This is an optimization exercise on Yosys and OpenROAD, whose aim is small area, a short achievable clock period and few clock cycles, not a production implementation.
Function was not checked in any run shown here: the RTL went through the layout flow alone.

==> flow/design.v <==
module pft_lzd (
    input  wire        clk,
    input  wire        rst,           
    input  wire [7:0]  reg_addr,      
    input  wire        reg_we,
    input  wire [31:0] reg_wdata,
    output reg  [31:0] reg_rdata,
    output wire        irq,
    output reg         buf_en,
    output reg         buf_we,
    output reg  [16:0] buf_addr,
    output reg  [7:0]  buf_wdata,
    input  wire [7:0]  buf_rdata,
    output reg         out_re,
    output reg  [24:0] out_raddr,
    input  wire [7:0]  out_rdata,
    output reg         out_we,
    output reg  [24:0] out_waddr,
    output reg  [7:0]  out_wdata
);
    localparam [3:0] F_ALIGN   = 4'd2;
    localparam [3:0] F_OOB     = 4'd3;
    localparam [3:0] F_CSUM    = 4'd4;
    localparam [3:0] F_NOSIG   = 4'd5;
    localparam [3:0] F_OVERSZ  = 4'd6;
    localparam [3:0] F_INCOMPL = 4'd7;
    localparam [3:0] F_ZEROOFF = 4'd8;
    localparam [3:0] F_NOTRL   = 4'd9;
    localparam [3:0] F_OUTCAP  = 4'd10;
    localparam [3:0] F_OFFBEF  = 4'd11;
    localparam [3:0] F_ILLCMD  = 4'd12;
    localparam [4:0]
        S_IDLE  = 5'd0,
        S_CMD   = 5'd1,    
        S_CK    = 5'd2,    
        S_CKE   = 5'd3,    
        S_HDR   = 5'd4,    
        S_HDR1  = 5'd5,    
        S_HDRC  = 5'd6,    
        S_RAWC  = 5'd7,    
        S_RAW   = 5'd8,    
        S_RSKIP = 5'd9,    
        S_TOK   = 5'd10,   
        S_MSK1  = 5'd11,   
        S_CP1   = 5'd12,   
        S_EXT   = 5'd13,   
        S_CPC   = 5'd14,   
        S_CPY   = 5'd15,   
        S_TRL   = 5'd16,   
        S_TRL1  = 5'd17,   
        S_IV    = 5'd18,   
        S_XC    = 5'd19,   
        S_XR    = 5'd20,   
        S_XW    = 5'd21,   
        S_T0    = 5'd22,   
        S_T1    = 5'd23,   
        S_IVA   = 5'd24;   
    reg  [4:0]  state;
    reg  [1:0]  ctrl_op;
    reg         ctrl_endian;
    reg         ctrl_ie;
    reg         st_done;
    reg         st_err;
    reg  [3:0]  err_code;     
    reg         errf;         
    reg  [31:0] buf_len;
    reg  [7:0]  model;
    reg  [31:0] xbase, xivoff, xstart, xlen;
    reg  [17:0] ic;           
    reg  [25:0] oc;           
    reg  [31:0] iv0, iv1, iv2, iv3;    
    reg  [31:0] tmp0, tmp1;            
    reg         kv;           
    reg  [17:0] sp;           
    reg  [31:0] acc;          
    reg         ckc;          
    reg  [22:0] cnt;          
    reg  [7:0]  s0;           
    reg  [15:0] blen;         
    reg  [15:0] rem;          
    reg  [16:0] mask;         
    reg         mflag;        
    reg  [10:0] offm1;        
    reg  [7:0]  hb;           
    reg         hv;           
    reg         sig_nz;       
    wire busy = (state != S_IDLE);
    assign irq = ctrl_ie & (st_done | st_err);
    wire [7:0] sbyte = hv ? hb : buf_rdata;
    wire cpy_last = (cnt == 23'd1);
    wire cpy_mrg;
    reg pop;                  
    always @* begin
        case (state)
            S_HDR, S_HDR1, S_TRL, S_TRL1, S_TOK, S_MSK1, S_CP1, S_EXT, S_RAW, S_RSKIP:
                pop = 1'b1;
            S_CPY:
                pop = cpy_mrg;
            default:
                pop = 1'b0;
        endcase
    end
    wire stream = (state >= S_CKE) && (state <= S_TRL1);
    wire [24:0] x_relh  = {blen, offm1[8:0]};
    wire [6:0]  x_b     = s0[6:0];                       
    wire [4:0]  kidx    = busy ? x_b[6:2] : reg_addr[6:2];
    wire [31:0] key_w;
    pft_lzd_key u_key (.idx(kidx), .tmp0(tmp0), .tmp1(tmp1),
                       .iv0(iv0), .iv1(iv1), .iv2(iv2), .iv3(iv3), .key(key_w));
    wire [31:0] x_mw    = key_w - {x_relh, 7'd0};
    wire [31:0] x_mword = acc;
    reg  [7:0]  x_mbyte;
    always @* begin
        case (ctrl_endian ? ~x_b[1:0] : x_b[1:0])
            2'd0: x_mbyte = x_mword[7:0];
            2'd1: x_mbyte = x_mword[15:8];
            2'd2: x_mbyte = x_mword[23:16];
            default: x_mbyte = x_mword[31:24];
        endcase
    end
    wire        xsel_iv = (state == S_IDLE) || (state == S_CMD);
    wire [31:0] xsum_b  = xsel_iv ? xivoff : xstart;
    wire [32:0] xsum    = {1'b0, xbase} + {1'b0, xsum_b};
    wire [18:0] xend    = {1'b0, xsum[17:0]} + (xsel_iv ? 19'd16 : {1'b0, xlen[17:0]});
    wire        x_hi    = (xbase[31:18] != 14'd0) || (xsum_b[31:18] != 14'd0) || xsum[18];
    wire        x_oob   = x_hi || (!xsel_iv && (xlen[31:18] != 14'd0)) ||
                          (xend > {1'b0, buf_len[17:0]});
    reg         xoob_r;
    always @(posedge clk) xoob_r <= x_oob;
    wire [10:0] cp_off   = {s0[7:5], sbyte};
    wire [22:0] cp_len   = {18'd0, s0[4:0]} + 23'd3;
    wire        cp_ext   = (s0[4:0] == 5'd7);
    wire [17:0] sp_inc  = sp + 18'd1;
    wire [22:0] cnt_nx  = cnt + ((state == S_EXT) ? {15'd0, sbyte} : 23'h7FFFFF);
    wire        ck_last = (sp_inc == buf_len[17:0]);
    wire [8:0]  ck_sum  = {1'b0, acc[7:0]} + {1'b0, buf_rdata} + {8'd0, ckc & (sp[1:0] != 2'd0)};
    wire [7:0]  ck_lane = ck_sum[7:0];
    wire        ck_cout = ck_sum[8];
    wire [25:0] oc_inc  = oc + 26'd1;
    wire [23:0] oc_plus = {1'b0, oc[22:0]} + {1'b0, cnt};
    wire        oc_over = oc[25] || (oc[24] && oc[23] && oc_plus[23] && (oc_plus[22:0] != 23'd0));
    wire [6:0]  oc_p6   = {1'b0, oc[5:0]} + {1'b0, cp_len[5:0]};
    wire        oc_ovcp = oc[25] || (oc[24] && oc[23] && (oc[22:6] == 17'h1FFFF) && (oc_p6 > 7'd64));
    reg  [15:0] hd_len;
    reg         hd_oversz;
    always @* begin
        hd_len    = blen;
        hd_oversz = 1'b0;
        if (blen == 16'hE000) begin
            if (model == 8'd1)      hd_len = 16'hC002;
            else if (model == 8'd2) hd_len = 16'h6000;
            else                    hd_oversz = 1'b1;
        end else if (blen > 16'h8000) begin
            hd_oversz = 1'b1;
        end
    end
    wire        sp_over  = cnt[22] || ({7'd0, hd_len} > cnt);
    wire        cke_ok   = (acc == 32'd0) && (buf_len[17:0] >= 18'h1F8) && sig_nz;
    wire        hd_raw1  = (model == 8'd1) && (blen == 16'hE000);
    wire        hd_raw2  = (model == 8'd2) && ((blen == 16'hE000) || (blen == 16'h6000));
    wire        rem0     = (rem == 16'd2);             
    wire        rem_lt2  = (rem[15:2] == 14'd0);       
    wire        rem1     = (rem == 16'd3);             
    wire        gv       = (mask[15:0] != 16'd0);      
    assign      cpy_mrg  = cpy_last && !rem_lt2 && (!gv || mask[16]);
    wire [17:0] t_pos    = ic + {16'd0, mflag, 1'b0};  
    reg  [4:0]  nstate;
    reg         flt;
    reg  [3:0]  fcode;
    reg  [31:0] fin, fval;
    reg         fin_done;
    always @* begin
        nstate   = state;
        flt      = 1'b0;
        fcode    = 4'd0;
        fin      = 32'd0;
        fval     = 32'd0;
        fin_done = 1'b0;
        case (state)
            S_CMD: begin
                if (ctrl_op == 2'd3) begin
                    flt = 1'b1; fcode = F_ILLCMD; fin = 32'd0; fval = 32'd3;
                end else if ((buf_len[31:18] != 14'd0) || (buf_len[17] && (buf_len[16:0] != 17'd0))) begin
                    flt = 1'b1; fcode = F_OOB; fin = buf_len; fval = 32'd0;
                end else if (ctrl_op == 2'd0) begin
                    if (buf_len[1:0] != 2'd0) begin
                        flt = 1'b1; fcode = F_CSUM; fin = buf_len; fval = {30'd0, buf_len[1:0]};
                    end else if (buf_len[17:0] == 18'd0) begin
                        flt = 1'b1; fcode = F_OOB; fin = 32'h1F6; fval = 32'd2;
                    end else begin
                        nstate = S_CK;
                    end
                end else begin
                    if (xoob_r) begin
                        flt = 1'b1; fcode = F_OOB; fin = xsum[31:0]; fval = 32'd16;
                    end else begin
                        nstate = S_IVA;
                    end
                end
            end
            S_CK: if (ck_last) nstate = S_CKE;
            S_CKE: begin
                if (acc != 32'd0) begin
                    flt = 1'b1; fcode = F_CSUM; fin = 32'd0; fval = acc;
                end else if (buf_len[17:0] < 18'h1F8) begin
                    flt = 1'b1; fcode = F_OOB; fin = 32'h1F6; fval = 32'd2;
                end else if (!sig_nz) begin
                    flt = 1'b1; fcode = F_NOSIG; fin = 32'h1F6; fval = 32'd0;
                end else if (buf_len[17:0] < 18'h202) begin
                    flt = 1'b1; fcode = F_OOB; fin = 32'h200; fval = 32'd2;
                end else begin
                    nstate = S_HDR;
                end
            end
            S_HDR:  nstate = S_HDR1;
            S_HDR1: nstate = S_HDRC;
            S_HDRC: begin
                if (blen == 16'd0) begin
                    fin_done = 1'b1;
                end else if (hd_oversz) begin
                    flt = 1'b1; fcode = F_OVERSZ; fin = {14'd0, ic}; fval = {16'd0, blen};
                end else if (sp_over) begin
                    flt = 1'b1; fcode = F_INCOMPL; fin = {14'd0, ic}; fval = {16'd0, hd_len};
                end else if (hd_raw1 || hd_raw2) begin
                    nstate = S_RAWC;
                end else if (hd_len < 16'd2) begin
                    flt = 1'b1; fcode = F_NOTRL; fin = {14'd0, ic}; fval = {16'd0, hd_len};
                end else begin
                    nstate = (hd_len == 16'd2) ? S_TRL : S_TOK;
                end
            end
            S_RAWC: begin
                if (oc_over) begin
                    flt = 1'b1; fcode = F_OUTCAP; fin = {14'd0, ic}; fval = {9'd0, cnt};
                end else begin
                    nstate = S_RAW;
                end
            end
            S_RAW:   if (cnt == 23'd1) nstate = rem0 ? S_HDR : S_RSKIP;
            S_RSKIP: if (rem1) nstate = S_HDR;
            S_TOK: begin
                if (!gv) begin
                    if (rem_lt2) begin
                        flt = 1'b1; fcode = F_INCOMPL; fin = {14'd0, sp}; fval = {16'd0, blen};
                    end else begin
                        nstate = S_MSK1;
                    end
                end else if (!mask[16]) begin
                    if (rem0) begin
                        flt = 1'b1; fcode = F_INCOMPL; fin = {14'd0, sp}; fval = {16'd0, blen};
                    end else if (oc[25]) begin
                        flt = 1'b1; fcode = F_OUTCAP; fin = {14'd0, sp}; fval = 32'd1;
                    end else begin
                        nstate = rem1 ? S_TRL : S_TOK;
                    end
                end else begin
                    if (rem_lt2) begin
                        flt = 1'b1; fcode = F_INCOMPL; fin = {14'd0, sp}; fval = {16'd0, blen};
                    end else begin
                        nstate = S_CP1;
                    end
                end
            end
            S_MSK1: nstate = S_TOK;
            S_CP1: begin
                if (cp_ext) begin
                    nstate = S_EXT;
                end else if (cp_off == 11'd0) begin
                    flt = 1'b1; fcode = F_ZEROOFF; fin = {14'd0, t_pos}; fval = {9'd0, cp_len};
                end else if ((oc[25:11] == 15'd0) && (cp_off > oc[10:0])) begin
                    flt = 1'b1; fcode = F_OFFBEF; fin = {14'd0, t_pos}; fval = {21'd0, cp_off};
                end else if (oc_ovcp) begin
                    flt = 1'b1; fcode = F_OUTCAP; fin = {14'd0, t_pos}; fval = {9'd0, cp_len};
                end else begin
                    nstate = S_CPY;
                end
            end
            S_EXT: begin
                if (rem0) begin
                    flt = 1'b1; fcode = F_INCOMPL; fin = {14'd0, sp}; fval = {16'd0, blen};
                end else if (sbyte != 8'hFF) begin
                    nstate = S_CPC;
                end
            end
            S_CPC: begin
                if (offm1 == 11'h7FF) begin
                    flt = 1'b1; fcode = F_ZEROOFF; fin = {14'd0, t_pos}; fval = {9'd0, cnt};
                end else if ((oc[25:11] == 15'd0) && (offm1 >= oc[10:0])) begin
                    flt = 1'b1; fcode = F_OFFBEF; fin = {14'd0, t_pos}; fval = {21'd0, offm1 + 11'd1};
                end else if (oc_over) begin
                    flt = 1'b1; fcode = F_OUTCAP; fin = {14'd0, t_pos}; fval = {9'd0, cnt};
                end else begin
                    nstate = S_CPY;
                end
            end
            S_CPY: if (cpy_last) nstate = cpy_mrg ? (gv ? S_CP1 : S_MSK1) : (rem0 ? S_TRL : S_TOK);
            S_TRL: nstate = S_TRL1;
            S_TRL1: begin
                if ({s0, sbyte} != 16'd0) begin
                    flt = 1'b1; fcode = F_NOTRL; fin = {14'd0, ic}; fval = {16'd0, s0, sbyte};
                end else begin
                    nstate = S_HDR;
                end
            end
            S_IVA: nstate = S_IV;
            S_IV: if (cnt[3:0] == 4'd0) nstate = S_T0;
            S_T0: nstate = S_T1;
            S_T1: begin
                if (ctrl_op == 2'd2) fin_done = 1'b1;
                else                 nstate = S_XC;
            end
            S_XC: begin
                if (xstart[6:0] != 7'd0 || xlen[6:0] != 7'd0) begin
                    flt = 1'b1; fcode = F_ALIGN; fin = xstart; fval = xlen;
                end else if (xlen == 32'd0) begin
                    fin_done = 1'b1;
                end else if (xoob_r) begin
                    flt = 1'b1; fcode = F_OOB; fin = xsum[31:0]; fval = xlen;
                end else begin
                    nstate = S_XR;
                end
            end
            S_XR: nstate = S_XW;
            S_XW: if (cnt == 23'd1) fin_done = 1'b1; else nstate = S_XR;
            default: nstate = S_IDLE;
        endcase
        if (flt || fin_done) nstate = S_IDLE;
    end
    wire [24:0] cp_raddr;
    pft_lzd_raddr u_raddr (.oc(oc[24:0]), .off((state == S_CP1) ? cp_off : offm1),
                           .cin((state == S_CP1) || ((state == S_CPY) && (offm1 != 11'd0))),
                           .raddr(cp_raddr));
    always @* begin
        buf_en    = 1'b0;
        buf_we    = 1'b0;
        buf_addr  = sp_inc[16:0];
        buf_wdata = buf_rdata ^ x_mbyte;
        out_re    = 1'b0;
        out_raddr = cp_raddr;
        out_we    = 1'b0;
        out_waddr = oc[24:0];
        out_wdata = sbyte;
        case (state)
            S_CMD: buf_en = (ctrl_op == 2'd0);
            S_IVA: begin
                buf_en   = 1'b1;
                buf_addr = sp[16:0];
            end
            S_CK: begin
                buf_en = 1'b1;
                if (ck_last) buf_addr = 17'h200;
            end
            S_IV: buf_en = (cnt[3:0] != 4'd0);
            S_TOK: begin
                buf_en = 1'b1;
                out_we = gv & ~mask[16] & ~rem0 & ~oc[25];
            end
            S_RAW: begin
                buf_en = 1'b1;
                out_we = 1'b1;
            end
            S_CP1: begin
                buf_en = 1'b1;
                out_re = 1'b1;
            end
            S_CPC: out_re = 1'b1;
            S_CPY: begin
                buf_en    = pop;
                out_re    = 1'b1;
                out_we    = 1'b1;
                out_wdata = out_rdata;
            end
            S_XR: begin
                buf_en   = 1'b1;
                buf_addr = sp[16:0];
            end
            S_XW: begin
                buf_en   = 1'b1;
                buf_we   = 1'b1;
                buf_addr = sp[16:0];
            end
            default: buf_en = pop;
        endcase
    end
    always @* begin
        reg_rdata = 32'd0;
        if (reg_addr[7]) begin
            if (kv) reg_rdata = key_w;
        end else begin
            case (reg_addr[6:2])
                5'h00: reg_rdata = {27'd0, ctrl_ie, ctrl_endian, ctrl_op, 1'b0};
                5'h01: reg_rdata = {16'd0, 4'd0, st_err ? err_code : 4'd0, 5'd0, st_err, st_done, busy};
                5'h02: reg_rdata = buf_len;
                5'h03: reg_rdata = {24'd0, model};
                5'h04: reg_rdata = xbase;
                5'h05: reg_rdata = xivoff;
                5'h06: reg_rdata = xstart;
                5'h07: reg_rdata = xlen;
                5'h08: reg_rdata = {6'd0, oc};
                5'h09: reg_rdata = {14'd0, ic};
                5'h0A: reg_rdata = errf ? {blen, mask[15:0]} : 32'd0;
                5'h0B: reg_rdata = errf ? {6'd0, oc} : 32'd0;
                5'h0C: reg_rdata = errf ? acc : 32'd0;
                5'h0D: reg_rdata = 32'h0200_0000;
                5'h0E: reg_rdata = 32'h0002_0000;
                default: reg_rdata = 32'd0;
            endcase
        end
    end
    wire start = reg_we && (reg_addr == 8'h00) && !busy && reg_wdata[0];
    always @(posedge clk) begin
        if (rst) begin
            state       <= S_IDLE;
            ctrl_op     <= 2'd0;
            ctrl_endian <= 1'b0;
            ctrl_ie     <= 1'b0;
            st_done     <= 1'b0;
            st_err      <= 1'b0;
            errf        <= 1'b0;
            buf_len     <= 32'd0;
            model       <= 8'd0;
            xbase       <= 32'd0;
            xivoff      <= 32'd0;
            xstart      <= 32'd0;
            xlen        <= 32'd0;
            ic          <= 18'd0;
            oc          <= 26'd0;
            kv          <= 1'b0;
        end else begin
            if (reg_we) begin
                case (reg_addr)
                    8'h00: begin
                        ctrl_ie <= reg_wdata[4];
                        if (!busy) begin
                            ctrl_op     <= reg_wdata[2:1];
                            ctrl_endian <= reg_wdata[3];
                        end
                    end
                    8'h04: begin
                        if (reg_wdata[1]) st_done <= 1'b0;
                        if (reg_wdata[2]) st_err  <= 1'b0;
                    end
                    8'h08: if (!busy) buf_len <= reg_wdata;
                    8'h0C: if (!busy) model   <= reg_wdata[7:0];
                    8'h10: if (!busy) xbase   <= reg_wdata;
                    8'h14: if (!busy) xivoff  <= reg_wdata;
                    8'h18: if (!busy) xstart  <= reg_wdata;
                    8'h1C: if (!busy) xlen    <= reg_wdata;
                    default: ;
                endcase
            end
            if (start) begin
                st_done <= 1'b0;
                st_err  <= 1'b0;
                errf    <= 1'b0;
                ic      <= 18'd0;
                oc      <= 26'd0;
                state   <= S_CMD;
            end else begin
                state <= nstate;
            end
            if (flt) begin
                st_err <= 1'b1;
                errf   <= 1'b1;
            end
            if (fin_done) st_done <= 1'b1;
            if (state == S_T1) kv <= 1'b1;
            if (state == S_CKE && cke_ok) ic <= 18'h200;
            if (!flt) case (state)
                S_HDRC: ic <= sp;                       
                S_RAW:  if (cnt == 23'd1 && rem0) ic <= sp_inc;
                S_RSKIP: if (rem1) ic <= sp_inc;
                S_TOK:  if (gv && !mask[16]) ic <= sp_inc;
                S_CPY:  if (cnt == 23'd1) ic <= sp;
                S_TRL1: ic <= sp_inc;
                S_XW:   if (cnt == 23'd1) ic <= sp_inc;
                default: ;
            endcase
            if (out_we) oc <= oc_inc;
        end
    end
    always @(posedge clk) begin
        hb <= sbyte;
        if (stream) begin
            hv <= ~pop;
            if (pop) sp <= sp_inc;
        end
        if (flt) err_code <= fcode;
        case (state)
            S_IDLE: sp <= 18'h3FFFF;        
            S_CMD: begin
                acc    <= 32'd0;
                ckc    <= 1'b0;
                sig_nz <= 1'b0;
                cnt    <= 23'd15;
                sp     <= (ctrl_op == 2'd0) ? 18'd0 : xsum[17:0];
            end
            S_CK: begin
                hv  <= 1'b0;
                acc <= {ck_lane, acc[31:8]};
                ckc <= ck_cout;
                if ((sp[17:1] == 17'h000FB) && (buf_rdata != 8'd0)) sig_nz <= 1'b1;
                sp  <= ck_last ? 18'h200 : sp_inc;
            end
            S_HDR:  s0   <= sbyte;
            S_HDR1: begin
                blen <= {s0, sbyte};
                cnt  <= {5'd0, buf_len[17:0]} - {5'd0, sp} - 23'd7;
            end
            S_HDRC: begin
                blen  <= hd_len;
                cnt   <= hd_raw1 ? 23'h00C000 : 23'h006000;
                rem   <= (hd_raw1 || hd_raw2) ? (hd_raw1 ? 16'd4 : 16'd2) : hd_len;
                mask  <= 17'd0;
                mflag <= 1'b0;
            end
            S_RAW:   cnt <= cnt_nx;
            S_RSKIP: rem <= rem - 16'd1;
            S_TOK: begin
                s0  <= sbyte;
                rem <= rem - 16'd1;
                if (!gv) begin
                    mflag <= 1'b1;
                end else begin
                    mask <= {mask[15:0], 1'b0};
                    if (!mask[16]) mflag <= 1'b0;
                end
            end
            S_MSK1: begin
                mask <= {s0, sbyte, 1'b1};
                rem  <= rem - 16'd1;
            end
            S_CP1: begin
                offm1 <= cp_off - 11'd1;
                cnt   <= cp_len;
                rem   <= rem - 16'd1;
            end
            S_EXT: begin
                cnt <= cnt_nx;
                rem <= rem - 16'd1;
            end
            S_CPY: begin
                cnt <= cnt_nx;
                if (cpy_last) mflag <= 1'b0;
                if (cpy_mrg) begin
                    s0  <= sbyte;
                    rem <= rem - 16'd1;
                    if (!gv) mflag <= 1'b1;
                    else     mask  <= {mask[15:0], 1'b0};
                end
            end
            S_TRL: s0 <= sbyte;
            S_IV: begin
                sp  <= sp_inc;
                cnt <= cnt_nx;
                if (ctrl_endian) iv3 <= {iv3[23:0], buf_rdata};
                else             iv3 <= {buf_rdata, iv3[31:8]};
                if (cnt[1:0] == 2'd0 && cnt[3:2] != 2'd0) begin
                    iv2 <= ctrl_endian ? {iv3[23:0], buf_rdata} : {buf_rdata, iv3[31:8]};
                    iv1 <= iv2;
                    iv0 <= iv1;
                end
                tmp0 <= iv0;
                tmp1 <= iv1;
                s0   <= 8'h50;
            end
            S_T0: begin
                tmp0 <= key_w;                    
                s0   <= 8'h74;                    
            end
            S_T1: tmp1 <= key_w;                  
            S_XC: begin
                cnt  <= {5'd0, xlen[17:0]};
                sp   <= xsum[17:0];
                s0   <= 8'd0;
                blen <= xstart[31:16];
                offm1[8:0] <= xstart[15:7];
            end
            S_XR: if (x_b[1:0] == 2'd0) acc <= x_mw;
            S_XW: begin
                cnt <= cnt_nx;
                sp  <= sp_inc;
                s0  <= s0 + 8'd1;
                if (x_b == 7'd127) {blen, offm1[8:0]} <= x_relh + 25'd1;
            end
            default: ;
        endcase
        if (flt) begin
            acc        <= fval;               
            blen       <= fin[31:16];         
            mask[15:0] <= fin[15:0];
        end
    end
endmodule
module pft_lzd_key (
    input  wire [4:0]  idx,
    input  wire [31:0] tmp0, tmp1,
    input  wire [31:0] iv0, iv1, iv2, iv3,
    output wire [31:0] key
);
    wire [31:0] t = (idx[0] ? tmp1 : tmp0) ^ {32{idx[1]}};
    reg  [31:0] c;
    always @* begin
        case (idx[4:3])
            2'd0: c = iv0;
            2'd1: c = iv1;
            2'd2: c = iv2;
            default: c = iv3;
        endcase
    end
    wire [31:0] x = idx[2] ? t : ~(t ^ c);
    wire [31:0] y = idx[2] ? ~c : {t[30:0] | c[30:0], 1'b0};
    assign key = x + y;
endmodule
module pft_lzd_raddr (
    input  wire [24:0] oc,
    input  wire [10:0] off,
    input  wire        cin,
    output wire [24:0] raddr
);
    assign raddr = oc + {14'h3FFF, ~off} + {24'd0, cin};
endmodule
==> flow/flow/run.sh <==
#!/bin/bash
# Own flow: the standard layout (standard.sh, unchanged synthesis), with the
# port buffers made of sky130_fd_sc_hd__buf_1 instead of the delay buffer that
# buffer_ports picks by default (every port still gets its own buffer), and
# timing repair allowed to change a cell's footprint (MATCH_CELL_FOOTPRINT=0;
# detailed placement runs after every repair).
set -euo pipefail
W=$(pwd)
sed 's#^make -C \(.*\) "\${@:-finish}"$#make -C \1 "BUFFER_PORTS_ARGS=-buffer_cell sky130_fd_sc_hd__buf_1" MATCH_CELL_FOOTPRINT=0 "${@:-finish}"#' standard.sh > own_standard.sh
grep -q 'MATCH_CELL_FOOTPRINT=0' own_standard.sh
bash own_standard.sh finish > make_finish.log 2>&1
test -s out/final.def
==> flow/standard.sh <==
#!/bin/bash
# synth_recipe.tcl (not shown) runs the flow's synth.tcl, then flattens the netlist and writes it again
# the make line also repeats each setting of config.mk as NAME=value (left out here)
make -C /OpenROAD-flow-scripts/flow DESIGN_CONFIG=/design/flow/config.mk WORK_HOME=/design/flow/orfs CLKGATE_MAP_FILE= SYNTH_SCRIPT=/design/flow/synth_recipe.tcl "${@:-finish}"
==> flow/config.mk <==
export PLATFORM = sky130hd
export DESIGN_NAME = pft_lzd
export DESIGN_NICKNAME = pft_lzd
export VERILOG_FILES = /design/flow/design.v
export SDC_FILE = /design/flow/constraint.sdc
export NUM_CORES = 8
export LEC_CHECK = 0
export CAP_MARGIN = 20
export CORE_MARGIN = 2
export CORE_UTILIZATION = 35
export SETUP_SLACK_MARGIN = 3.5
export SLEW_MARGIN = 20
export SYNTH_HIERARCHICAL = 1
==> flow/constraint.sdc <==
create_clock -name core_clock -period 12.0 [get_ports {clk}]
set_input_delay 2.4000 -clock core_clock [delete_from_list [all_inputs] [get_ports {clk}]]
set_output_delay 2.4000 -clock core_clock [all_outputs]
set_load 0.01 [all_outputs]
==> results of run 1 <==
==> state kept, by name (all words and copies together) (netlist names), 26 cells and up <==
signal	flops
oc	26
tmp0	32
xivoff	32
iv2	32
acc	32
xbase	32
buf_len	32
iv0	32
xlen	32
tmp1	32
xstart	32
iv3	32
iv1	32
==> synthesized netlist by cell type (all sizes together), types with 94 or more instances <==
cell type / instances / area share [%]
nand2: 751 / 6.1
a21oi: 494 / 5.4
nor2: 345 / 2.8
edfxtp: 340 / 22
o21ai: 339 / 3.7
ha: 292 / 7.9
clkbuf: 269 / 2.2
dfxtp: 235 / 10
inv: 234 / 1.9
xnor2: 152 / 2.9
nand3: 139 / 1.5
mux2: 129 / 3.1
xor2: 128 / 2.4
mux2i: 117 / 2.5
nor3: 95 / 1.1
a21o: 94 / 1.5
==> Yosys stat by module (local to each module, per instance) <==
module         area [um2]  cells inside
pft_lzd             40940          4798
pft_lzd_raddr       892.1           118
pft_lzd_key          4374           516
==> metal layers <==
layer | track usage (%) | up-vias
met1 | 44.45 | 23754
met2 | 49.35 | 3469
met3 | 10.46 | 818
met4 | 23.12 | 26
li1 | - | 20630
met5 | 0.2137 | -
==> final cells by class <==
| cell class | instances | share of cell area, % |
|---|---|---|
| clock inverter | 36 | 0.8164 |
| inverter | 236 | 1.672 |
| multi-input combinational | 4277 | 56.34 |
| antenna | 22 | 0.1026 |
| clock buffer | 97 | 3.881 |
| timing repair buffer | 437 | 5.285 |
| tap | 1755 | 4.093 |
| sequential | 575 | 27.81 |
==> cell families after synthesis <==
family / after synthesis / share of synthesized area [%]
xor+xnor: 284 / 5.502
buf+inv: 581 / 5.050
flops: 575 / 32.27
fa+ha+maj: 305 / 8.448
compound gates: 1637 / 23.22
simple gates: 1764 / 17.88
mux: 286 / 7.627
==> worst max-delay path, cell delays in order <==
cell,delay [ps]
buf_12,110
nand2_8,60
o21ai_4,180
buf_8,180
mux4_2,540
inv_2,100
ha_4,200
mux2i_1,180
ha_1,310
o211ai_1,280
a21oi_4,80
buf_12,140
o41ai_4,450
buf_4,230
a21bo_4,160
a21oi_2,70
nor2_2,180
nand2_1,70
o21ai_1,130
buf_2,170
==> per-stage QoR <==
step                      setup WS [ps]  hold WS, ps  std cells
after detailed placement           2025        430.7       7209
after CTS                          3486        440.7       7382
final                              3358        440.2       7435
after global routing               3339        459.2       7414
after floorplan                    3524        420.7       5432
after global placement             2078        430.1       7209
==> how the worst min path moves through the flow <==
stage,from,to,slack (ps),cells after the start
after global routing,iv2[26],iv1[26],460,0
final,iv2[12],iv1[12],440,0
after global placement,iv2[6],iv1[6],430,0
after detailed placement,iv2[0],iv1[0],430,0
after CTS,iv2[26],iv1[26],440,0
after floorplan,iv2[0],iv1[0],420,0
==> repair_timing <==
action | in CTS | in global routing
pin swaps | 31 | 50
buffers inserted | 39 | 31
cloned | 1 | 0
endpoints found under the setup margin | 50 | 38
gates resized for setup | 139 | 121
==> flow_summary_export.csv, run 1 <==
group,metric,value,unit
drt,drtIter0Drc,8111,
finish,nets,5962,
yosys,ys_seq_area_share,32.27,%
drt,via_per_inst,6.550,
yosys,avgSynthCellArea,8.507,um2
die,initial_utilization,35.20,%
critical_path,reg2reg_from,"state[4]",
timing,hold_viol_final,0,
drt,drt_pass1_iterations,13,
timing,finalSetupTns,0,ps
global_routing,grt_max_degree,177,
yosys,synth_area,46210,um2
die,rows,133,
critical_path,rrSetupSlack,4000,ps
die,die_x,367.4,um
finish,drive_gt1_share,14.14,%
clock_tree,clock_sinks,575,
run,drv_cap,0,
critical_path,r2r_cells,34,
global_routing,grt_pass1_vias,43820,
finish,fin_util,40.86,%
timing,slew_headroom,21.47,%
critical_path,r2r-end,"acc[28]",
critical_path,endpoint_kind,"primary output",
hold_path,hp-class,"reg2reg",
clock_tree,ctsLongestPathBuffers,3,
timing,max_freq,115.7,MHz
global_routing,grtUsageTotal,34.48,%
yosys,async_flop_share,0,%
finish,final_common_cell,"nand2_1",
yosys,synth_cell_types,108,
critical_path,path_class,"in2out",
outcome,status,"no timing/DRC/antenna violations",
critical_path,critPathCapture,"reg_rdata[30]",
timing,worst_slew_pin_slew,1178,ps
die,die_h,367.4,um
critical_path,required,9600,ps
critical_path,critPathLaunch,"reg_addr[5]",
yosys,synth_edf_count,340,
clock_tree,h-tree-depth,3,
drt,drc,0,
drt,drtAntennaViolNets,0,
finish,area_growth_syn_to_layout,16.08,%
drt,wl_met1,93.36,mm
yosys,synthFlopType,"edfxtp_1",
drt,wl,243.8,mm
placed_design,gp_congestion,1.051,
critical_path,cp-start-kind,"input pin",
placed_design,dp_hpwl,180.2,mm
timing,drv_slew,0,
yosys,synth-seq-cells,575,
yosys,yosys_warnings,8,
finish,final_cell_area,53640,um2
critical_path,arrival,6240,ps
drt,dr_total_vias,48697,
die,dieArea,135000,um2
timing,finClkSkew,65.77,ps
placed_design,placed_area,49300,um2
drt,routed-wl-met3,30.66,mm
timing,finalSetupViolations,0,
clock_tree,cts_buffers,72,
drt,wl_met2,100.5,mm
finish,fillers,13147,
global_routing,gr-total-overflow,0,
global_routing,grt_pass1_wl,335.9,mm
timing,rsz0062_at_grt,"true",
finish,regArea,14920,um2
die,ios,179,
drt,wl_per_cell,32.79,um
yosys,synth_cells,5432,
clock_tree,root_buffer,"clkbuf_16",
finish,multi_input_area,30220,um2
timing,min_period,8643,ps
die,core_area,131300,um2
timing,timing.final.crit_share,72.02,%
clock_tree,path_clk_slew,60,ps
clock_tree,clk_latency,730,ps
drt,top_layer_used,"met5",
global_routing,antenna_found_initial,31,
finish,layout_common_cells,"nand2_1 (735), a21oi_1 (469), edfxtp_1 (340)",
clock_tree,tritoncts,"built",
clock_tree,postCtsHoldBufs,0,
critical_path,path_max_fanout,8,
placed_design,port_buffers,178,
yosys,syn-num-nets,5795,
==> run 2: changes to the inputs <==
--- a/flow/design.v
+++ b/flow/design.v
@@ -326,10 +326,11 @@
         endcase
         if (flt || fin_done) nstate = S_IDLE;
     end
-    wire [24:0] cp_raddr;
-    pft_lzd_raddr u_raddr (.oc(oc[24:0]), .off((state == S_CP1) ? cp_off : offm1),
-                           .cin((state == S_CP1) || ((state == S_CPY) && (offm1 != 11'd0))),
-                           .raddr(cp_raddr));
+    wire [10:0] rd_off  = (state == S_CP1) ? cp_off : offm1;
+    wire        rd_cin  = (state == S_CP1) || ((state == S_CPY) && (offm1 != 11'd0));
+    wire [11:0] rd_lo   = {1'b0, oc[10:0]} + {1'b0, ~rd_off} + {11'd0, rd_cin};
+    wire [13:0] oc_hm1  = oc[24:11] - 14'd1;
+    wire [24:0] cp_raddr = {rd_lo[11] ? oc[24:11] : oc_hm1, rd_lo[10:0]};
     always @* begin
         buf_en    = 1'b0;
         buf_we    = 1'b0;
@@ -612,11 +613,3 @@
     wire [31:0] y = idx[2] ? ~c : {t[30:0] | c[30:0], 1'b0};
     assign key = x + y;
 endmodule
-module pft_lzd_raddr (
-    input  wire [24:0] oc,
-    input  wire [10:0] off,
-    input  wire        cin,
-    output wire [24:0] raddr
-);
-    assign raddr = oc + {14'h3FFF, ~off} + {24'd0, cin};
-endmodule
==> run 2 against run 1 <==
First-iteration DRC count up 1.9%. Hold slack improved by 2.2 ps. Final area is 0.20% higher. Largest cell class unchanged.
==> flow_summary_export.csv, run 2 <==
group,metric,value,unit
die,die_x,366.8,um
global_routing,gr-total-overflow,0,
die,die_h,366.8,um
drt,drtAntennaViolNets,0,
global_routing,grt_pass1_wl,335.6,mm
clock_tree,clk_latency,690,ps
placed_design,port_buffers,178,
clock_tree,ctsLongestPathBuffers,3,
clock_tree,h-tree-depth,3,
yosys,ys_top_cells_by_area,"edfxtp_1 (22%), dfxtp_1 (10%), ha_1 (8.0%)",
critical_path,required,9600,ps
critical_path,arrival,6180,ps
clock_tree,cts_buffers,72,
yosys,synth-seq-cells,575,
timing,min_period,8583,ps
drt,drt_pass1_iterations,14,
yosys,synth_common_cells,"nand2_1 (736), a21oi_1 (476), edfxtp_1 (340)",
yosys,synth_top_cell_by_area,"edfxtp_1",
finish,final_common_cell,"nand2_1",
finish,regArea,14920,um2
timing,slew_headroom,12.43,%
placed_design,dp_hpwl,179.1,mm
critical_path,endpoint_kind,"primary output",
finish,layout_common_cells,"nand2_1 (718), a21oi_1 (454), edfxtp_1 (340)",
yosys,avgSynthCellArea,8.570,um2
critical_path,cp-start-kind,"input pin",
global_routing,grtUsageTotal,34.41,%
die,dieArea,134600,um2
timing,setup_slack,3417,ps
hold_path,hp-class,"reg2reg",
yosys,synth_edf_count,340,
die,core_area,131100,um2
die,initial_utilization,35.14,%
timing,drv_slew,0,
timing,worst_slew_pin_slew,1277,ps
timing,finalSetupViolations,0,
drt,drtIter0Drc,8263,
yosys,async_flop_share,0,%
timing,max_freq,116.5,MHz
timing,timing.final.crit_share,71.53,%
drt,dr_total_vias,49013,
timing,finalSetupTns,0,ps
timing,finClkSkew,44.19,ps
global_routing,grt_max_degree,180,
finish,area_growth_syn_to_layout,16.65,%
drt,drc,0,
drt,wl_per_cell,32.98,um
clock_tree,root_buffer,"clkbuf_16",
finish,fillers,13317,
yosys,synth_cell_types,102,
placed_design,post-place-ws,1683,ps
timing,hold_viol_final,0,
critical_path,path_class,"in2out",
clock_tree,tritoncts,"built",
finish,multi_input_area,30040,um2
finish,fin_util,40.99,%
yosys,ys_seq_area_share,32.37,%
clock_tree,clock_sinks,575,
placed_design,gp_congestion,1.078,
yosys,syn-num-nets,5742,
drt,wl,244.4,mm
yosys,yosys_warnings,8,
finish,drive_gt1_share,14.68,%
global_routing,grt_pass1_vias,44055,
yosys,synth_top_area_share,22.16,%
die,ios,179,
drt,via_per_inst,6.613,
yosys,synth_area,46080,um2
finish,nets,5946,
timing,rsz0062_at_grt,"true",
run,drv_cap,0,
yosys,synthFlopType,"edfxtp_1",
critical_path,path_max_fanout,28,
clock_tree,path_clk_slew,50,ps
die,rows,133,
outcome,status,"no timing/DRC/antenna violations",
global_routing,antenna_found_initial,30,
yosys,yosysMostFrequentCell,"nand2_1",
yosys,synth_cells,5377,
==> run 2: stage by stage <==
stage	area [um2]	std cells	hold slack, ps
after global placement	49030	7145	426.7
after global routing	53710	7395	458.8
final	53750	7412	442.4
after floorplan	46120	5377	420.7
after detailed placement	49040	7145	429.3
after CTS	52530	7317	446.2
==> run 2: layout make-up <==
| cell class | instances | share of cell area (%) |
|---|---|---|
| multi-input combinational | 4215 | 55.89 |
| sequential | 575 | 27.75 |
| timing repair buffer | 464 | 5.715 |
| tap | 1755 | 4.085 |
| clock buffer | 86 | 3.589 |
| inverter | 253 | 1.788 |
| clock inverter | 42 | 1.078 |
| antenna | 22 | 0.1024 |
==> run 2: kinds of logic after synthesis <==
logic type / share of synthesized area [%]
muxes: 7.714
DFF: 32.37
xor gates and xnor gates: 5.594
AOI/OAI and AO/OA: 23.25
and+or+nand+nor: 17.40
buffers and inverters: 5.151
adders and majority gates: 8.526
==> run 2: what timing repair did <==
item                                    in CTS  in global routing
hold buffers                                 0                  0
setup buffers                               43                 69
resized for setup                          145                140
pin swaps                                   29                 62
endpoints found under the setup margin      67                 44
gates cloned                                 1                  2
==> run 2: Yosys stat by module, one instance, submodules excluded <==
module	area [um2]	cells	copies in the design
pft_lzd	41700	4861	1
pft_lzd_key	4374	516	1
==> run 2: path summary, 6_finish.rpt <==
| check | from | end | slack, ps | depth (start not counted) |
|---|---|---|---|---|
| min reg2reg | iv2[29] | iv1[29] | 440 | 0 |
| max | reg_addr[4] | reg_rdata[9] | 3420 | 9 |
| max reg2reg | state[4] | acc[31] | 4030 | 31 |
| min | iv2[29] | iv1[29] | 440 | 0 |
==> run 2: critical path, cell delays in order <==
cell      delay [ps]
clkbuf_2         260
nor2b_1          470
nand2b_1         330
nor2_4           970
a22o_1           440
a221oi_1         190
a31oi_1          610
a21o_1           280
buf_1            190
==> run 2: layer usage <==
| layer | track usage (%) | vias to the layer above | wire length, um |
|---|---|---|---|
| met4 | 22.96 | 34 | 19740 |
| li1 | - | 20521 | - |
| met2 | 47.80 | 3752 | 98060 |
| met5 | 1.460 | - | 549 |
| met3 | 12.76 | 965 | 33500 |
| met1 | 44.07 | 23741 | 92580 |
==> run 3: changes to the inputs <==
--- a/flow/design.v
+++ b/flow/design.v
@@ -103,9 +103,8 @@
     wire stream = (state >= S_CKE) && (state <= S_TRL1);
     wire [24:0] x_relh  = {blen, offm1[8:0]};
     wire [6:0]  x_b     = s0[6:0];                       
-    wire [4:0]  kidx    = busy ? x_b[6:2] : reg_addr[6:2];
     wire [31:0] key_w;
-    pft_lzd_key u_key (.idx(kidx), .tmp0(tmp0), .tmp1(tmp1),
+    pft_lzd_key u_key (.idx_a(reg_addr[6:2]), .idx_x(x_b[6:2]), .busy(busy), .tmp0(tmp0), .tmp1(tmp1),
                        .iv0(iv0), .iv1(iv1), .iv2(iv2), .iv3(iv3), .key(key_w));
     wire [31:0] x_mw    = key_w - {x_relh, 7'd0};
     wire [31:0] x_mword = acc;
@@ -594,11 +593,14 @@
     end
 endmodule
 module pft_lzd_key (
-    input  wire [4:0]  idx,
+    input  wire [4:0]  idx_a,            
+    input  wire [4:0]  idx_x,            
+    input  wire        busy,
     input  wire [31:0] tmp0, tmp1,
     input  wire [31:0] iv0, iv1, iv2, iv3,
     output wire [31:0] key
 );
+    wire [4:0]  idx = busy ? idx_x : idx_a;
     wire [31:0] t = (idx[0] ? tmp1 : tmp0) ^ {32{idx[1]}};
     reg  [31:0] c;
     always @* begin
--- a/flow/config.mk
+++ b/flow/config.mk
@@ -8,6 +8,8 @@
 export CAP_MARGIN = 20
 export CORE_MARGIN = 2
 export CORE_UTILIZATION = 35
+export CTS_CLUSTER_DIAMETER = 100
+export CTS_CLUSTER_SIZE = 20
 export SETUP_SLACK_MARGIN = 3.5
 export SLEW_MARGIN = 20
 export SYNTH_HIERARCHICAL = 1
==> run 3 against run 2 <==
Still clean. Utilization fell by 1.0 points. Register-to-register slack got worse by 470 ps. Via count down 4.4%. Final area shrank 4.0%. Hold slack improved by 21 ps. Critical endpoint is now reg_rdata[31]. Highest routed layer unchanged.
==> flow_summary_export.csv, run 3 <==
group,metric,value,unit
outcome,status,"no timing/DRC/antenna violations",
yosys,synthFlopType,"edfxtp_1",
critical_path,crit_chain,"buf_12, mux2i_4, buf_6, buf_12, buf_4, buf_4, mux4_2, inv_1, ha_1, mux2i_1, ha_2, a21o_1, a21oi_2, nor2_1, or4_1, a31oi_2, o21ai_4, xnor2_1, buf_4, a21o_1, buf_6",
die,die_h,364.0,um
yosys,syn-num-nets,5604,
placed_design,post-place-ws,1623,ps
placed_design,port_buffers,178,
yosys,synth_common_cells,"nand2_1 (684), a21oi_1 (487), edfxtp_1 (340)",
timing,slew_headroom,19.56,%
global_routing,grt_pass1_wl,328.2,mm
drt,via_per_inst,6.506,
timing,hold_viol_final,0,
timing,finalSetupViolations,0,
timing,drv_slew,0,
yosys,synth_cell_types,111,
critical_path,cp-start-kind,"input pin",
critical_path,path_max_fanout,5,
global_routing,grtUsageTotal,34.61,%
drt,drt_pass1_iterations,13,
critical_path,cp_slowest_cell,"mux4_2",
critical_path,crit_family,"buffers and inverters",
placed_design,numPlacedInstances,6995,
finish,final_common_cell,"nand2_1",
finish,drive_gt1_share,13.94,%
global_routing,antenna_found_initial,19,
timing,min_period,8892,ps
clock_tree,h-tree-depth,2,
yosys,async_flop_share,0,%
yosys,ys_top_cells_by_area,"edfxtp_1 (23%), dfxtp_1 (10%), ha_1 (8.1%)",
timing,finalSetupTns,0,ps
timing,max_freq,112.5,MHz
die,die_x,364.0,um
drt,dr_total_vias,46851,
critical_path,arrival,6490,ps
critical_path,path_depth,21,
die,initial_utilization,35.16,%
timing,rsz0062_at_grt,"true",
yosys,synth_cells,5239,
critical_path,path_common_cell,"buf_4",
critical_path,required,9600,ps
drt,drtIter0Drc,7362,
hold_path,hp-class,"reg2reg",
timing,worst_slew_pin_slew,1196,ps
timing,setup_slack,3108,ps
finish,nets,5782,
drt,drtAntennaViolNets,0,
clock_tree,root_buffer,"clkbuf_16",
finish,layout_common_cells,"nand2_1 (680), a21oi_1 (472), edfxtp_1 (340)",
global_routing,grt_pass1_vias,42535,
hold_path,hold_path_depth,0,
finish,stdcell_count,7201,
drt,wl,238.3,mm
clock_tree,clk_latency,700,ps
run,drv_cap,0,
clock_tree,clock_sinks,575,
finish,fillers,12946,
die,rows,132,
yosys,synth-seq-cells,575,
yosys,synth_edf_count,340,
drt,drc,0,
yosys,yosys_warnings,8,
timing,timing.final.crit_share,74.10,%
placed_design,gp_congestion,1.050,
clock_tree,cts_buffers,39,
global_routing,gr-total-overflow,0,
die,ios,179,
critical_path,endpoint_kind,"primary output",
global_routing,grt_max_degree,178,
yosys,ys_seq_area_share,32.88,%
critical_path,path_class,"in2out",
finish,area_growth_syn_to_layout,13.74,%
yosys,synth_area,45350,um2
yosys,synth_top_cell_by_area,"edfxtp_1",
placed_design,dp_hpwl,176.3,mm
clock_tree,path_clk_slew,90,ps
critical_path,cp_num_buf_inv,8,
critical_path,cp_slowest_stage_delay,520,ps
drt,wl_per_cell,33.09,um
yosys,yosysMostFrequentCell,"nand2_1",
clock_tree,tritoncts,"built",
clock_tree,ctsLongestPathBuffers,3,
die,core_area,129000,um2
critical_path,r2r_cells,39,
yosys,avgSynthCellArea,8.657,um2
yosys,synth_top_area_share,22.51,%
die,dieArea,132500,um2
timing,hold_ws,463.3,ps
timing,finClkSkew,57.52,ps
==> run 3: cell count changes after synthesis, sizes merged, moves of 18 or more <==
cell / previous run / this run
xnor2: 166 / 216
xor2: 118 / 81
nand2: 736 / 684
a22o: 59 / 39
a22oi: 67 / 85
nor3: 115 / 92
==> run 3: area by class of cell <==
class | instances | area, um2 | share of cell area [%]
flip-flops and latches | 575 | 14920 | 28.92
clock buffers | 55 | 1057 | 2.050
diodes | 13 | 32.53 | 0.06307
well taps | 1742 | 2180 | 4.225
repair buffers | 460 | 3146 | 6.098
clock inverters | 15 | 176.4 | 0.3420
multi-input cells | 4093 | 29140 | 56.48
inverters | 248 | 938.4 | 1.819
==> run 3: layer usage <==
layer	global-route usage [%]	vias up	part of all wire [%]
met1	44.92	22750	38
met5	0	-	0.043
met2	49.18	3469	40
li1	-	19837	-
met4	21.41	14	7.6
met3	11.66	781	14
==> run 3: timing repair <==
item | 4_1_cts | 5_1_grt
cloned | 3 | 0
buffers inserted | 79 | 40
gates resized for setup | 170 | 77
hold buffers | 0 | 0
pin swaps | 59 | 47
hold endpoints to repair | 0 | 0
endpoints found under the setup margin | 61 | 51
==> run 3: Yosys stat by module, one instance, submodules excluded <==
module       flip-flops and latches  area (um2)
pft_lzd                         575       40950
pft_lzd_key                       0        4408
==> run 3: final timing paths <==
| kind | startpoint | to | slack [ps] |
|---|---|---|---|
| worst max register to register | state[2] | acc[28] | 3560 |
| worst max-delay path | reg_addr[6] | reg_rdata[31] | 3110 |
| worst min register to register | iv2[11] | iv1[11] | 460 |
| worst min-delay path | iv2[11] | iv1[11] | 460 |
==> run 3: cell families after synthesis <==
kind of cell	count (synthesis)	synth area share [%]
flops	575	32.88
xor+xnor	297	5.735
compound gates	1552	22.45
mux	302	8.144
buf+inv	571	5.112
fa+ha+maj	306	8.640
simple gates	1636	17.03
==> run 3: through the flow <==
| stage | utilization [%] | instance area (um2) |
|---|---|---|
| final | 39.99 | 51580 |
| after CTS | 39.47 | 50910 |
| after global placement | 37.42 | 48270 |
| after detailed placement | 37.42 | 48270 |
| after global routing | 39.97 | 51550 |
| after floorplan | - | 45390 |
==> run 4: changes to the inputs <==
--- a/flow/design.v
+++ b/flow/design.v
@@ -52,9 +52,9 @@
         S_XC    = 5'd19,   
         S_XR    = 5'd20,   
         S_XW    = 5'd21,   
-        S_T0    = 5'd22,   
-        S_T1    = 5'd23,   
-        S_IVA   = 5'd24;   
+        S_IVA   = 5'd22,   
+        S_T0    = 5'd23,   
+        S_T1    = 5'd24;   
     reg  [4:0]  state;
     reg  [1:0]  ctrl_op;
     reg         ctrl_endian;
@@ -103,8 +103,9 @@
     wire stream = (state >= S_CKE) && (state <= S_TRL1);
     wire [24:0] x_relh  = {blen, offm1[8:0]};
     wire [6:0]  x_b     = s0[6:0];                       
+    wire [4:0]  kidx    = busy ? x_b[6:2] : reg_addr[6:2];
     wire [31:0] key_w;
-    pft_lzd_key u_key (.idx_a(reg_addr[6:2]), .idx_x(x_b[6:2]), .busy(busy), .tmp0(tmp0), .tmp1(tmp1),
+    pft_lzd_key u_key (.idx(kidx), .tmp0(tmp0), .tmp1(tmp1),
                        .iv0(iv0), .iv1(iv1), .iv2(iv2), .iv3(iv3), .key(key_w));
     wire [31:0] x_mw    = key_w - {x_relh, 7'd0};
     wire [31:0] x_mword = acc;
@@ -328,15 +329,15 @@
     wire [10:0] rd_off  = (state == S_CP1) ? cp_off : offm1;
     wire        rd_cin  = (state == S_CP1) || ((state == S_CPY) && (offm1 != 11'd0));
     wire [11:0] rd_lo   = {1'b0, oc[10:0]} + {1'b0, ~rd_off} + {11'd0, rd_cin};
+    wire        rd_c11  = rd_lo[11];
     wire [13:0] oc_hm1  = oc[24:11] - 14'd1;
-    wire [24:0] cp_raddr = {rd_lo[11] ? oc[24:11] : oc_hm1, rd_lo[10:0]};
     always @* begin
         buf_en    = 1'b0;
         buf_we    = 1'b0;
         buf_addr  = sp_inc[16:0];
         buf_wdata = buf_rdata ^ x_mbyte;
         out_re    = 1'b0;
-        out_raddr = cp_raddr;
+        out_raddr = {rd_c11 ? oc[24:11] : oc_hm1, rd_lo[10:0]};
         out_we    = 1'b0;
         out_waddr = oc[24:0];
         out_wdata = sbyte;
@@ -593,14 +594,11 @@
     end
 endmodule
 module pft_lzd_key (
-    input  wire [4:0]  idx_a,            
-    input  wire [4:0]  idx_x,            
-    input  wire        busy,
+    input  wire [4:0]  idx,
     input  wire [31:0] tmp0, tmp1,
     input  wire [31:0] iv0, iv1, iv2, iv3,
     output wire [31:0] key
 );
-    wire [4:0]  idx = busy ? idx_x : idx_a;
     wire [31:0] t = (idx[0] ? tmp1 : tmp0) ^ {32{idx[1]}};
     reg  [31:0] c;
     always @* begin
@@ -613,5 +611,12 @@
     end
     wire [31:0] x = idx[2] ? t : ~(t ^ c);
     wire [31:0] y = idx[2] ? ~c : {t[30:0] | c[30:0], 1'b0};
-    assign key = x + y;
+    pft_lzd_add32 u_add (.a(x), .b(y), .s(key));
+endmodule
+module pft_lzd_add32 (
+    input  wire [31:0] a,
+    input  wire [31:0] b,
+    output wire [31:0] s
+);
+    assign s = a + b;
 endmodule
--- a/flow/config.mk
+++ b/flow/config.mk
@@ -8,8 +8,8 @@
 export CAP_MARGIN = 20
 export CORE_MARGIN = 2
 export CORE_UTILIZATION = 35
-export CTS_CLUSTER_DIAMETER = 100
-export CTS_CLUSTER_SIZE = 20
+export CTS_CLUSTER_DIAMETER = 110
+export CTS_CLUSTER_SIZE = 24
 export SETUP_SLACK_MARGIN = 3.5
 export SLEW_MARGIN = 20
 export SYNTH_HIERARCHICAL = 1
==> run 4 against run 3 <==
Register-to-register slack gained 320 ps. Critical path depth shrank 2. Count of clock-buffer cells in the layout shrank 14. Clock skew shrank 7.2 ps. Utilization shrank 0.24 points. Fmax grew 4.2%. Largest cell class unchanged.
==> flow_summary_export.csv, run 4 <==
group,metric,value,unit
critical_path,cp-start-kind,"input pin",
critical_path,required,9600,ps
timing,finalSetupViolations,0,
global_routing,grt_pass1_wl,339.8,mm
yosys,synth_common_cells,"nand2_1 (705), a21oi_1 (493), nor2_1 (346)",
timing,worst_slew_pin_slew,1230,ps
drt,dr_total_vias,47427,
drt,drt_pass1_iterations,10,
yosys,ys_top_cells_by_area,"edfxtp_1 (22%), dfxtp_1 (10%), ha_1 (8.0%)",
yosys,synthFlopType,"edfxtp_1",
critical_path,arrival,6130,ps
run,drv_cap,0,
yosys,syn-num-nets,5758,
finish,final_common_cell,"nand2_1",
critical_path,path_class,"in2out",
die,die_h,367.4,um
drt,drtIter0Drc,7360,
finish,fillers,13232,
clock_tree,h-tree-depth,2,
finish,fin_util,39.75,%
yosys,synth_top_area_share,22.09,%
clock_tree,tritoncts,"built",
clock_tree,path_clk_slew,110,ps
timing,hold_viol_final,0,
yosys,synth_cell_types,110,
yosys,synth_area,46210,um2
timing,setup_slack,3468,ps
clock_tree,clock_sinks,575,
drt,drtAntennaViolNets,0,
placed_design,port_buffers,178,
drt,via_per_inst,6.484,
finish,layout_common_cells,"nand2_1 (693), a21oi_1 (478), edfxtp_1 (340)",
timing,drv_slew,0,
timing,rsz0062_at_grt,"true",
hold_path,hp-class,"reg2reg",
global_routing,gr-total-overflow,0,
yosys,ys_seq_area_share,32.27,%
finish,drive_gt1_share,13.47,%
clock_tree,ctsLongestPathBuffers,3,
die,dieArea,135000,um2
timing,min_period,8532,ps
critical_path,endpoint_kind,"primary output",
die,rows,133,
global_routing,antenna_found_initial,28,
global_routing,grt_pass1_vias,43551,
clock_tree,root_buffer,"clkbuf_16",
yosys,yosysMostFrequentCell,"nand2_1",
yosys,synth-seq-cells,575,
finish,area_growth_syn_to_layout,12.94,%
timing,max_freq,117.2,MHz
yosys,synth_edf_count,340,
yosys,avgSynthCellArea,8.570,um2
placed_design,dp_hpwl,184.3,mm
global_routing,grt_max_degree,97,
critical_path,path_max_fanout,12,
clock_tree,postCtsHoldBufs,0,
yosys,yosys_warnings,8,
die,die_x,367.4,um
outcome,status,"no timing/DRC/antenna violations",
yosys,synth_cells,5392,
die,initial_utilization,35.20,%
drt,drc,0,
timing,timing.final.crit_share,71.10,%
yosys,synth_top_cell_by_area,"edfxtp_1",
finish,nets,5891,
timing,slew_headroom,15.62,%
die,ios,179,
placed_design,post-place-ws,2035,ps
global_routing,grtUsageTotal,34.91,%
clock_tree,clk_latency,670,ps
placed_design,gp_congestion,1.061,
die,core_area,131300,um2
timing,finalSetupTns,0,ps
drt,wl_per_cell,33.73,um
clock_tree,cts_buffers,36,
drt,wl,246.8,mm
timing,finClkSkew,50.32,ps
yosys,async_flop_share,0,%
[run 4: cell count changes after synthesis, moves of 17 or more]
cell | previous run | this run
and2_1 | 37 | 19
a221oi_1 | 64 | 47
a22o_1 | 39 | 67
xor2_1 | 81 | 116
nand2_1 | 684 | 705
xnor2_1 | 216 | 170
nand3_1 | 112 | 150
nor2_1 | 325 | 346
clkbuf_1 | 248 | 269
o211ai_1 | 37 | 58
a31oi_1 | 61 | 33
[run 4: kinds of logic (layout without fill, tap and decap cells)]
group | after synthesis | count (layout) | synth area share, %
compound gates | 1606 | 1606 | 23.13
xor+xnor | 286 | 286 | 5.420
fa+ha+maj | 307 | 307 | 8.507
buf+inv | 583 | 732 | 5.223
flops | 575 | 575 | 32.27
mux | 296 | 296 | 7.860
other cells | 0 | 16 | 0
simple gates | 1739 | 1742 | 17.59
[run 4: worst max-delay path, cell delays in order]
cell	delay (ps)
buf_6	150
nand2_8	110
nand2_8	170
buf_12	180
mux2i_2	280
xor2_2	280
ha_4	260
mux2i_4	170
ha_4	260
a211oi_4	240
o211ai_1	150
a21oi_2	190
o211ai_1	260
o31ai_2	330
o311ai_2	140
buf_4	190
nand2_4	70
o21ai_4	100
buf_6	160
[run 4: worst paths after layout]
path | from | endpoint | slack (ps) | depth (start not counted)
hold reg to reg | iv2[5] | iv1[5] | 450 | 0
setup / recovery | reg_addr[2] | reg_rdata[31] | 3470 | 19
hold / removal | iv2[5] | iv1[5] | 450 | 0
setup reg to reg | state[0] | acc[28] | 3880 | 31
[run 4: layout make-up]
| cell class | count | area (um2) | area share [%] |
|---|---|---|---|
| timing repair buffer | 441 | 2893 | 5.543 |
| multi-input combinational | 4237 | 30110 | 57.69 |
| inverter | 234 | 878.3 | 1.683 |
| sequential | 575 | 14920 | 28.58 |
| clock buffer | 41 | 919.6 | 1.762 |
| antenna | 16 | 40.04 | 0.07672 |
| tap | 1755 | 2196 | 4.207 |
| clock inverter | 16 | 240.2 | 0.4603 |
[run 4: stage by stage]
step	instance area, um2	instances	hold slack, ps
finish	52190	7315	447.1
global route	52160	7303	469.5
CTS	51330	7258	436.2
detailed placement	49040	7149	430.0
global placement	49040	7149	434.2
floorplan	46220	5392	417.6
[run 4: metal layers]
| metal | routed length (um) | up-vias | GRT usage (%) |
|---|---|---|---|
| met5 | 215 | - | 0 |
| met1 | 97450 | 23354 | 45.70 |
| li1 | - | 20343 | - |
| met2 | 103400 | 3041 | 51.31 |
| met4 | 16660 | 26 | 19.38 |
| met3 | 29060 | 663 | 10.18 |
[run 4: modules after synthesis (local to each module, per instance)]
| module | flip-flops and latches | cells | times used | cell area [um2] |
|---|---|---|---|---|
| pft_lzd | 575 | 4904 | 1 | 41830 |
| pft_lzd_add32 | 0 | 243 | 1 | 1745 |
| pft_lzd_key | 0 | 245 | 1 | 2633 |
[run 4: repair_timing]
item,in CTS,in global routing
endpoints found under the hold margin,0,0
gates resized for setup,139,125
pin swaps,44,69
gates cloned,5,0
buffers inserted,47,41
endpoints found under the setup margin,50,43
==> run 5: changes to the inputs <==
--- a/flow/config.mk
+++ b/flow/config.mk
@@ -10,6 +10,6 @@
 export CORE_UTILIZATION = 35
 export CTS_CLUSTER_DIAMETER = 110
 export CTS_CLUSTER_SIZE = 24
-export SETUP_SLACK_MARGIN = 3.5
+export SETUP_SLACK_MARGIN = 3
 export SLEW_MARGIN = 20
 export SYNTH_HIERARCHICAL = 1
==> run 5 against run 4 <==
Still clean. Utilization is 0.98 points lower. Wire length is 1.1% lower. Cell count is 0.77% lower. Synthesized cell count stayed put. Sequential share of layout area is 0.72 points higher. Critical path depth is 1 higher. Die area stayed put.
==> flow_summary_export.csv, run 5 <==
group,metric,value,unit
yosys,synth_top_area_share,22.09,%
yosys,ys_seq_area_share,32.27,%
global_routing,grt_pass1_vias,43023,
critical_path,cp-start-kind,"input pin",
critical_path,arrival,6450,ps
critical_path,r2r_cells,29,
clock_tree,ctsLongestPathBuffers,3,
global_routing,antenna_found_initial,28,
placed_design,gp_congestion,1.061,
timing,min_period,8854,ps
yosys,syn-num-nets,5758,
die,dieArea,135000,um2
hold_path,hold_path_depth,0,
global_routing,grt_pass1_wl,335.8,mm
timing,rsz0062_at_grt,"true",
die,die_x,367.4,um
finish,drive_gt1_share,10.62,%
yosys,async_flop_share,0,%
clock_tree,h-tree-depth,2,
timing,hold_viol_final,0,
finish,fin_util,38.77,%
drt,drtAntennaViolNets,0,
clock_tree,postCtsHoldBufs,0,
global_routing,grtUsageTotal,34.46,%
clock_tree,cts_buffers,36,
drt,wl,244.2,mm
critical_path,required,9600,ps
hold_path,hp-class,"reg2reg",
critical_path,crit_chain,"clkbuf_4, nand2_1, nand2_4, buf_12, mux4_2, inv_1, ha_1, mux2i_1, ha_2, nand4_1, buf_4, nor4_4, and3_1, o21bai_4, o31ai_1, o311ai_1, buf_4, nand2_1, o21ai_2, buf_1",
critical_path,path_class,"in2out",
global_routing,grt_max_degree,97,
die,ios,179,
hold_path,holdPathEnd,"iv1[5]",
finish,nets,5829,
drt,drc,0,
run,drv_cap,0,
die,rows,133,
yosys,synth_cells,5392,
drt,wl_per_cell,33.64,um
die,initial_utilization,35.20,%
finish,fillers,13408,
critical_path,rrSetupSlack,3450,ps
placed_design,port_buffers,178,
critical_path,path_max_fanout,15,
critical_path,r2r-end,"xoob_r",
drt,via_per_inst,6.510,
yosys,ys_top_cells_by_area,"edfxtp_1 (22%), dfxtp_1 (10%), ha_1 (8.0%)",
global_routing,gr-total-overflow,0,
outcome,status,"no timing/DRC/antenna violations",
yosys,synth_top_cell_by_area,"edfxtp_1",
finish,area_growth_syn_to_layout,10.15,%
timing,finalSetupTns,0,ps
critical_path,critPathLaunch,"reg_addr[5]",
critical_path,reg2reg_from,"state[2]",
yosys,yosysMostFrequentCell,"nand2_1",
finish,layout_common_cells,"nand2_1 (699), a21oi_1 (489), edfxtp_1 (340)",
clock_tree,tritoncts,"built",
yosys,synth_cell_types,110,
drt,dr_total_vias,47257,
hold_path,min_from,"iv2[5]",
critical_path,cp_slowest_stage_delay,540,ps
clock_tree,path_clk_slew,100,ps
timing,drv_slew,0,
yosys,avgSynthCellArea,8.570,um2
die,die_h,367.4,um
timing,finalSetupViolations,0,
finish,final_common_cell,"nand2_1",
clock_tree,clock_sinks,575,
timing,max_freq,112.9,MHz
yosys,synth_edf_count,340,
timing,worst_slew_pin_slew,1223,ps
yosys,synthFlopType,"edfxtp_1",
timing,slew_headroom,17.68,%
yosys,synth-seq-cells,575,
critical_path,cp_slowest_cell,"mux4_2",
yosys,synth_common_cells,"nand2_1 (705), a21oi_1 (493), nor2_1 (346)",
clock_tree,clk_latency,670,ps
clock_tree,root_buffer,"clkbuf_16",
die,core_area,131300,um2
yosys,yosys_warnings,8,
yosys,synth_area,46210,um2
critical_path,endpoint_kind,"primary output",
drt,drt_pass1_iterations,10,
drt,drtIter0Drc,7563,
timing,timing.final.crit_share,73.78,%
placed_design,dp_hpwl,184.3,mm
timing,finClkSkew,53.97,ps
==> run 5: cell counts after synthesis <==
No cell type changed its count.
==> run 5: layout make-up <==
class / count / area [um2] / share of cell area (%)
repair buffers: 381 / 2258 / 4.437
clock inverters: 16 / 240.2 / 0.4720
diodes: 22 / 55.05 / 0.1082
flip-flops and latches: 575 / 14920 / 29.30
inverters: 234 / 878.3 / 1.726
well taps: 1755 / 2196 / 4.314
clock buffers: 41 / 919.6 / 1.807
multi-input cells: 4235 / 29440 / 57.83
==> run 5: repair_timing <==
item / in CTS / in global routing
gates resized for setup: 22 / 54
pin swaps: 4 / 13
endpoints found under the setup margin: 24 / 32
gates cloned: 0 / 1
buffers inserted: 9 / 20
==> run 5: logic make-up (layout without fill, tap and decap cells) <==
group	count (synthesis)	after routing	synth area share [%]
xor+xnor	286	286	5.420
flops	575	575	32.27
other cells	0	22	0
compound gates	1606	1606	23.13
simple gates	1739	1740	17.59
buf+inv	583	672	5.223
fa+ha+maj	307	307	8.507
mux	296	296	7.860
==> run 5: worst max-delay path by stage <==
| stage | endpoint | slack (ps) | depth (start not counted) |
|---|---|---|---|
| finish | reg_rdata[31] | 3150 | 20 |
| floorplan | reg_rdata[31] | 3590 | 18 |
| global route | reg_rdata[26] | 2980 | 19 |
| CTS | reg_rdata[26] | 2870 | 19 |
| global placement | reg_rdata[31] | 2110 | 19 |
| detailed placement | reg_rdata[31] | 2030 | 19 |
==> run 5: metrics by stage <==
step                setup slack, ps  cell area, um2  instances  hold slack (ps)
detailed placement             2035           49040       7149            430.0
floorplan                      3586           46220       5392            417.6
global route                   2976           50850       7240            471.1
CTS                            2865           50400       7215            436.2
global placement               2106           49040       7149            434.2
finish                         3146           50900       7259            437.5
==> run 5: worst max-delay path, delay by kind of cell <==
family	cells	cell delay, ps
fa+ha+maj	2	520
mux	2	680
simple gates	6	1200
buf+inv	6	1050
compound gates	4	540
==> run 5: routing by layer <==
| layer | vias up | GRT usage (%) | share of wire, % |
|---|---|---|---|
| met2 | 3129 | 50.90 | 42 |
| met1 | 23244 | 45.51 | 40 |
| met3 | 633 | 9.465 | 12 |
| met4 | 32 | 18.46 | 6.5 |
| met5 | - | 0 | 0.14 |
| li1 | 20219 | - | - |
==> run 5: per-module statistics from Yosys, one instance, submodules excluded <==
module,area [um2],flops+latches,cells,copies in the design
pft_lzd,41830,575,4904,1
pft_lzd_add32,1745,0,243,1
pft_lzd_key,2633,0,245,1

==> re-timing with driven ports <==
In the flow no input, the clock included, has a driving cell. The finished layouts below were timed again as built, in two steps. Step 1 assumes that a clkbuf_16 drives the clock port and a buf_2 every other input. Step 2 also shifts input and output timing later by t, the mid clock arrival at the registers, as if the neighbouring blocks saw the same clock. Three values: no drivers, after step 1, after step 2; two values: the first two.
| run | shift t [ns] | setup WS [ns] | hold WS [ns] | worst setup path after step 2 |
|---|---|---|---|---|
| run 1 | 0.776 | 3.357 / 3.245 / 3.140 | 0.440 / 0.440 / 0.440 | input to register |
| run 2 | 0.742 | 3.417 / 3.376 / 3.271 | 0.442 / 0.442 / 0.442 | input to register |
| run 3 | 0.742 | 3.108 / 3.060 / 2.774 | 0.463 / 0.463 / 0.463 | input to register |
| run 4 | 0.712 | 3.468 / 3.372 / 2.973 | 0.447 / 0.447 / 0.447 | input to register |
| run 5 | 0.713 | 3.146 / 3.061 / 2.912 | 0.437 / 0.437 / 0.437 | input to register |
After both steps setup and hold are still met in every run listed. The setup slack of run 4, which loses most, moves by -0.096 ns with the drivers and by -0.495 ns with both steps.
